This is an optimization exercise on Yosys and OpenROAD, whose aim is small area, a short achievable clock period and few clock cycles, not a production implementation.
Function was checked by simulation only, so behaviour that the tests miss may differ from the original.
No activity file was given, so power comes from the tool's default toggle rates.

==> flow/design.v <==
module blind_chunk_rx (
    input  wire        clk,
    input  wire        rst,         
    input  wire        cmd_valid,
    input  wire [1:0]  cmd_op,
    input  wire [7:0]  cmd_data,
    output wire        cmd_ready,
    output reg         tok_valid,
    output wire [7:0]  tok_data,
    output reg         evt_valid,
    output reg  [3:0]  evt_code,
    output reg  [15:0] evt_a,
    output reg  [15:0] evt_b,
    output reg         dst_valid,
    output reg  [7:0]  dst_data,
    input  wire        dst_ready
);
    localparam integer CHUNK_MAX = 256;
    localparam integer IMG_CAP   = 16384;
    localparam [1:0] OP_BYTE = 2'd0, OP_START = 2'd1, OP_TIMEOUT = 2'd2, OP_ABORT = 2'd3;
    localparam [1:0] PH_OFF = 2'd0, PH_HDR = 2'd1, PH_PAY = 2'd2, PH_CHK = 2'd3;
    localparam [3:0] EV_STARTED  = 4'd0, EV_SIZE_ERR = 4'd1, EV_CHK_ERR  = 4'd2,
                     EV_IDX_ERR  = 4'd3, EV_CAP_ERR  = 4'd4, EV_CHUNK_OK = 4'd5,
                     EV_COMPLETE = 4'd6, EV_TIMEOUT  = 4'd7, EV_ABORTED  = 4'd8,
                     EV_IGNORED  = 4'd9;
    function [7:0] crc8_step;
        input [7:0] a;
        input [7:0] b;
        integer i;
        reg [7:0] c;
        begin
            c = a ^ b;
            for (i = 0; i < 8; i = i + 1)
                c = c[7] ? ((c << 1) ^ 8'h07) : (c << 1);
            crc8_step = c;
        end
    endfunction
    reg        s_full;
    reg [1:0]  s_op;
    reg [7:0]  s_dat;
    reg        m_full;
    reg [1:0]  m_op;
    reg [7:0]  m_dat;
    wire       go;                        
    wire       m_take = !m_full || go;
    assign cmd_ready = !s_full;
    wire   fire      = cmd_valid && !s_full;
    always @(posedge clk) begin
        if (rst) begin
            s_full <= 1'b0;
            m_full <= 1'b0;
        end else if (m_take) begin
            m_full <= s_full || fire;
            s_full <= 1'b0;
        end else if (fire) begin
            s_full <= 1'b1;
        end
    end
    always @(posedge clk) begin
        if (!s_full) begin
            s_op  <= cmd_op;
            s_dat <= cmd_data;
        end
        if (m_take) begin
            m_op  <= s_full ? s_op  : cmd_op;
            m_dat <= s_full ? s_dat : cmd_data;
        end
    end
    reg [1:0]  phase;
    reg [7:0]  cnt;             
    reg [16:0] expected;        
    reg [14:0] dlen;            
    reg [7:0]  chk_acc;         
    reg [15:0] idx;             
    reg [7:0]  tot_hi;
    reg [7:0]  size_hi;
    reg [8:0]  size;            
    reg [7:0]  size_m1;         
    reg        last;            
    reg        idx_ok;          
    reg        cap_ok;          
    reg        cpend;           
    reg        tok_nack;        
    assign tok_data = tok_nack ? 8'h15 : 8'h06;
    reg [7:0]  ring [0:255];
    reg [8:0]  rd;              
    reg [8:0]  wbase;           
    reg [8:0]  wptr;            
    reg        w_en;
    reg [7:0]  w_addr;
    reg [7:0]  w_dat;
    wire full    = (wptr[7:0] == rd[7:0]) && (wptr[8] != rd[8]);
    wire is_byte = (m_op == OP_BYTE);
    assign go    = m_full && !cpend && !(is_byte && phase == PH_PAY && full);
    wire act     = go;
    wire [15:0] size16   = {size_hi, m_dat};
    wire        sz_big   = (size_hi > 8'd1) || (size_hi == 8'd1 && m_dat != 8'd0);
    wire        sz_zero  = (size_hi == 8'd0) && (m_dat == 8'd0);
    wire [8:0]  size9    = {size_hi[0], m_dat};
    wire [15:0] dlen_cap = {1'b0, dlen} + {7'd0, size9};
    wire        chk_ok   = (chk_acc == m_dat);
    always @(posedge clk) begin
        if (w_en)
            ring[w_addr] <= w_dat;
    end
    always @(posedge clk) begin
        if (rst) begin
            phase     <= PH_OFF;
            cnt       <= 8'd0;
            expected  <= 17'd0;
            dlen      <= 15'd0;
            cpend     <= 1'b0;
            rd        <= 9'd0;
            wbase     <= 9'd0;
            wptr      <= 9'd0;
            w_en      <= 1'b0;
            dst_valid <= 1'b0;
            tok_valid <= 1'b0;
            evt_valid <= 1'b0;
        end else begin
            tok_valid <= 1'b0;
            evt_valid <= 1'b0;
            w_en      <= 1'b0;
            if (!dst_valid || dst_ready) begin
                dst_valid <= (rd != wbase);
                if (rd != wbase) begin
                    dst_data <= ring[rd[7:0]];
                    rd       <= rd + 9'd1;
                end
            end
            if (cpend) begin
                cpend     <= 1'b0;
                evt_valid <= 1'b1;
                evt_code  <= EV_COMPLETE;
                evt_a     <= {1'b0, dlen};
                evt_b     <= 16'd0;
            end
            if (act) begin
                case (m_op)
                    OP_START: begin
                        phase     <= PH_HDR;
                        cnt       <= 8'd0;
                        expected  <= 17'd0;
                        dlen      <= 15'd0;
                        evt_valid <= 1'b1;
                        evt_code  <= EV_STARTED;
                        evt_a     <= 16'd0;
                        evt_b     <= 16'd0;
                    end
                    OP_TIMEOUT: begin
                        if (phase != PH_OFF) begin
                            tok_valid <= 1'b1;
                            tok_nack  <= 1'b1;
                            evt_valid <= 1'b1;
                            evt_code  <= EV_TIMEOUT;
                            evt_a     <= {14'd0, phase};
                            evt_b     <= {8'd0, cnt};
                            phase     <= PH_HDR;
                            cnt       <= 8'd0;
                        end
                    end
                    OP_ABORT: begin
                        if (phase != PH_OFF) begin
                            phase     <= PH_OFF;
                            evt_valid <= 1'b1;
                            evt_code  <= EV_ABORTED;
                            evt_a     <= 16'd0;
                            evt_b     <= 16'd0;
                        end
                    end
                    default: begin  
                        case (phase)
                            PH_HDR: begin
                                chk_acc <= crc8_step((cnt == 8'd0) ? 8'h00 : chk_acc, m_dat);
                                if (cnt == 8'd1) idx[15:8] <= m_dat;
                                if (cnt == 8'd2) idx[7:0]  <= m_dat;
                                if (cnt == 8'd3) tot_hi    <= m_dat;
                                if (cnt == 8'd4) last      <= ({1'b0, idx} + 17'd1 == {1'b0, tot_hi, m_dat});
                                if (cnt == 8'd5) size_hi   <= m_dat;
                                if (cnt == 8'd6) begin
                                    cnt     <= 8'd0;
                                    size    <= size9;
                                    size_m1 <= m_dat - 8'd1;
                                    idx_ok  <= ({1'b0, idx} == expected);
                                    cap_ok  <= (dlen_cap <= IMG_CAP);
                                    wptr    <= wbase;
                                    if (sz_big) begin
                                        tok_valid <= 1'b1;
                                        tok_nack  <= 1'b1;
                                        evt_valid <= 1'b1;
                                        evt_code  <= EV_SIZE_ERR;
                                        evt_a     <= size16;
                                        evt_b     <= 16'd0;
                                    end else if (sz_zero) begin
                                        phase <= PH_CHK;
                                    end else begin
                                        phase <= PH_PAY;
                                    end
                                end else begin
                                    cnt <= cnt + 8'd1;
                                end
                            end
                            PH_PAY: begin
                                chk_acc <= chk_acc ^ m_dat;
                                w_en    <= 1'b1;
                                w_addr  <= wptr[7:0];
                                w_dat   <= m_dat;
                                wptr    <= wptr + 9'd1;
                                if (cnt == size_m1) begin
                                    phase <= PH_CHK;
                                    cnt   <= 8'd0;
                                end else begin
                                    cnt <= cnt + 8'd1;
                                end
                            end
                            PH_CHK: begin
                                cnt <= 8'd0;
                                if (!chk_ok) begin
                                    tok_valid <= 1'b1;
                                    tok_nack  <= 1'b1;
                                    evt_valid <= 1'b1;
                                    evt_code  <= EV_CHK_ERR;
                                    evt_a     <= {8'd0, chk_acc};
                                    evt_b     <= {8'd0, m_dat};
                                    phase     <= PH_HDR;
                                end else if (!idx_ok) begin
                                    tok_valid <= 1'b1;
                                    tok_nack  <= 1'b1;
                                    evt_valid <= 1'b1;
                                    evt_code  <= EV_IDX_ERR;
                                    evt_a     <= idx;
                                    evt_b     <= expected[15:0];
                                    phase     <= PH_HDR;
                                end else if (!cap_ok) begin
                                    evt_valid <= 1'b1;
                                    evt_code  <= EV_CAP_ERR;
                                    evt_a     <= {1'b0, dlen};
                                    evt_b     <= {7'd0, size};
                                    phase     <= PH_OFF;
                                end else begin
                                    dlen      <= dlen + {6'd0, size};
                                    expected  <= expected + 17'd1;
                                    wbase     <= wptr;
                                    tok_valid <= 1'b1;
                                    tok_nack  <= 1'b0;
                                    evt_valid <= 1'b1;
                                    evt_code  <= EV_CHUNK_OK;
                                    evt_a     <= idx;
                                    evt_b     <= {7'd0, size};
                                    if (last) begin
                                        phase <= PH_OFF;
                                        cpend <= 1'b1;
                                    end else begin
                                        phase <= PH_HDR;
                                    end
                                end
                            end
                            default: begin  
                                evt_valid <= 1'b1;
                                evt_code  <= EV_IGNORED;
                                evt_a     <= {8'd0, m_dat};
                                evt_b     <= 16'd0;
                            end
                        endcase
                    end
                endcase
            end
        end
    end
endmodule
==> flow/run.sh <==
#!/bin/bash
# synth_recipe.tcl (not shown) runs the flow's synth.tcl, then flattens the netlist and writes it again
# the make line also repeats each setting of config.mk as NAME=value (left out here)
make -C /OpenROAD-flow-scripts/flow DESIGN_CONFIG=/design/flow/config.mk WORK_HOME=/design/flow/orfs CLKGATE_MAP_FILE= SYNTH_SCRIPT=/design/flow/synth_recipe.tcl finish
==> flow/config.mk <==
export PLATFORM = sky130hd
export DESIGN_NAME = blind_chunk_rx
export DESIGN_NICKNAME = blind_chunk_rx
export VERILOG_FILES = /design/flow/design.v
export SDC_FILE = /design/flow/constraint.sdc
export NUM_CORES = 4
export LEC_CHECK = 0
export CAP_MARGIN = 20
export CORE_MARGIN = 2
export CORE_UTILIZATION = 30
export SLEW_MARGIN = 20
==> flow/constraint.sdc <==
create_clock -name core_clock -period 9.0 [get_ports {clk}]
set_input_delay 1.8000 -clock core_clock [delete_from_list [all_inputs] [get_ports {clk}]]
set_output_delay 1.8000 -clock core_clock [all_outputs]
set_load 0.01 [all_outputs]
==> summary.txt <==
status=complete, no violations; Max-Slew Margin vs Limit=23.37%; Via density=5.247; Clk Latency, worst-skew pair=850 ps; Main synth FF type=edfxtp_1; Clk network pwr share=40.0%; DRC viols=0; first-pass GRT wire length=333900 um; Hold Crit Class=flip-flop to flip-flop; post-synthesis sequential area ratio=74.03%; share of layout cells above drive strength 1=19.71%; NetSw=5.171 mW; xor/xnor share of the synthesized area=1.349%; # rows=201; actual slew at the worst max-slew pin=1149 ps; Synth Instances=4760; largest net degree at the start of global routing=222; #FFs+latches synth=2265; initial antenna violation count=4; HPWL after detailed placement=137000 um; Logic pwr share=10.0%; worst vdd ir=0.2493 mV; Compound-Gate Fraction of Synth Area=4.454%; Initial Util=30.21%; CTS buffer count=218; setup TNS=0 ps; Die ar.=306800 um2; core area=300300 um2; Crit path required time=9550 ps; Sw Share=22.49%; routed wire length=232200 um; synth warn=1; clk slew on worst S/H paths=60 ps; # Max-Cap Violations=0; deepest clock path buffer count=3; Area Overhead vs Synth=13.56%; Leak Pwr=30.66 nW; # clock sinks=2265; final hold vios=0; Worst setup EP type=flip-flop; routed len/inst=25.87 um; global route total overflow=0; Die H=553.9 um; Crit Path Category=flip-flop to flip-flop; Setup Buffers After CTS=0; post-synthesis mux area share=13.72%; Final Worst Setup Slack=4234 ps; Post-synth EDFFs=2179; Cell Pwr Density=223.2 nW/um2; Vias=47095; Startpoint Class=flip-flop; RSZ-0062 raised after global routing=no; PortBufs=64; H-tree Lvls=4; WHS=476.4 ps; CP Max Fanout=40; endpoints failing setup=0; die width=553.9 um; Syn Area/Cell=19.06 um2; # nets final=4880; Layout Skew=30.08 ps; dpl ws=4176 ps; first-iteration detailed-routing DRC count=5646; crit path time final=4766 ps; gr usage total=14.69%; Synth Area in Simple Gates=4.131%; Synth Cell Area=90710 um2; GPL Wtd Cong=0.8413; CTS tree=built; cell-internal power=17.83 mW; sequential power share=50.0%; post-route ant nets=0; FMAX=0.2098 GHz; vias in the first global route=46909; CTS Hold Bufs=0; Adder-Cell Fraction of Synth Area=0.5545%; I/O Pins=70; Initial DRT Pass Iterations=6; Async S/R FF share, synth=0%; final worst-path cycle share=52.95%; post-CTS resize count=0; Slew Limit Fails=0; largest family of logic cells by synthesized area=multiplexers; number of library cell types mapped by synthesis=83; Arr. time, crit path=5310 ps; clk root buf=clkbuf_16
final cells by class:
type / count / area (um2)
Antenna cell: 1 / 2.502
Timing Repair Buffer: 158 / 1550
Sequential cell: 2265 / 67170
Inverter: 31 / 116.4
Multi-Input combinational cell: 2153 / 22060
Clock buffer: 266 / 5738
Clock inverter: 144 / 1421
Tap cell: 3958 / 4952
Fill cell: 28086 / 197300
critical path: stages (launching register included):
cell,delay [ps]
dfxtp_4,940
buf_4,760
buf_4,690
mux4_2,590
a22o_1,320
a221oi_1,300
o22ai_1,140
nor3_1,480
o221ai_1,190
flip-flops by register name, indices dropped and copies added, names as in the netlist, 15 cells and up:
name and flops:
idx 16, expected 17, ring 2048, evt_a 16, dlen 15, evt_b 16
per-layer routing:
metal	track usage [%]	vias up	share of wire [%]
met4	3.707	4	2.3
met1	20.55	25061	42
met2	23.16	2057	47
li1	-	19650	-
met3	3.224	323	8.3
met5	0	-	0.0073
cell families (layout without fill, tap and decap cells):
logic type                 count (synthesis)  in the layout
AOI/OAI and AO/OA                        563            563
xor gates and xnor gates                 138            138
adders and majority gates                 39             39
buffers and inverters                    345            599
DFF                                     2265           2265
muxes                                    588            588
other                                      2              6
and+or+nand+nor                          820            820
Yosys cell counts, types with 12 or more instances:
master / number / area, um2
a211oi_1: 19 / 142.6
dfxtp_1: 86 / 1722
clkbuf_1: 182 / 683.2
and2_1: 14 / 87.58
inv_1: 31 / 116.4
a21oi_1: 118 / 590.6
nor3_1: 66 / 330.3
buf_4: 33 / 247.7
nor3b_1: 16 / 120.1
edfxtp_1: 2179 / 65430
a221oi_1: 58 / 508.0
o22ai_1: 37 / 231.5
a22o_1: 63 / 551.8
nand4_1: 30 / 187.7
and3_1: 14 / 87.58
buf_2: 68 / 340.3
xor2_1: 66 / 578.1
xnor2_1: 70 / 613.1
buf_1: 19 / 71.32
buf_6: 12 / 135.1
nand3_1: 62 / 310.3
or3_1: 17 / 106.4
mux2i_1: 54 / 540.5
nand2_1: 125 / 469.2
o21ai_0: 41 / 205.2
a22oi_1: 114 / 855.8
nor2b_1: 27 / 168.9
ha_1: 37 / 462.9
mux4_2: 523 / 11780
nor2_1: 394 / 1479
o221ai_1: 14 / 122.6
nor4_1: 23 / 143.9
cells in the final DEF, fill, tap and decap left out, types with 40 or more instances in the layout:
cell type / instances
xor2_1: 66
clkbuf_1: 40
a22o_1: 63
mux2i_1: 54
nor3_1: 64
o21ai_0: 41
buf_4: 78
nand2_1: 125
a22oi_1: 114
a21oi_1: 118
dfxtp_1: 82
nand3_1: 55
clkdlybuf4s50_1: 63
edfxtp_1: 2179
nor2_1: 393
clkinv_2: 42
xnor2_1: 70
clkinv_1: 50
clkbuf_16: 220
a221oi_1: 58
mux4_2: 523
power groups by stage:
| stage | sequential, mW | clock (mW) | combinational, mW |
|---|---|---|---|
| 2_1_floorplan | 11.7 | 0 | 1.85 |
| 3_5_place_dp | 11.7 | 0 | 2.34 |
| 6_report | 11.5 | 9.20 | 2.30 |
| 5_1_grt | 11.5 | 9.75 | 2.46 |
| 3_3_place_gp | 11.7 | 0 | 2.34 |
| 4_1_cts | 11.5 | 9.33 | 2.34 |
path summary, 6_finish.rpt:
path,startpoint,cells after the start,to,slack (ps)
worst max-delay path,rd[0],8,dst_data[7],4230
worst min-delay path,s_dat[7],1,s_dat[7],480
worst min register to register,s_dat[7],1,s_dat[7],480
worst max register to register,rd[0],8,dst_data[7],4230
per-stage QoR:
stage,std cells,instance area (um2),power [mW],util [%]
after global placement,8560,95720,14.07,31.88
after detailed placement,8562,95770,14.07,31.89
after CTS,8972,102900,23.18,34.28
after floorplan,4763,90720,13.54,-
after global routing,8975,103000,23.71,34.30
final,8976,103000,23.00,34.30
Testbench counts, summed over its fixed seeds: cycles 57,143.

re-timing with driven ports:
The flow's constraints put no driver on any port. The routed layout listed below was extracted and timed again, unchanged, in two steps.
Step 1 assumes that a clkbuf_16 drives the clock port and a buf_2 every other input.
Step 2 adds t to the input delays and takes it off the output delays; t is the mean of the earliest and latest rising clock arrival at the registers after step 1. Input paths then give back, and output paths get back, about the clock's delay inside the block.
Slacks: ideal / step 1 / step 2; pairs: ideal / step 1.
t, ns: 0.918
slack for setup (ns): 4.234 / 4.234 / 4.234
hold slack, ns: 0.476 / 0.476 / 0.476
After both steps setup and hold are still met in this run. For this run, drivers alone change the setup slack by 0.000 ns; drivers and shift together by 0.000 ns.
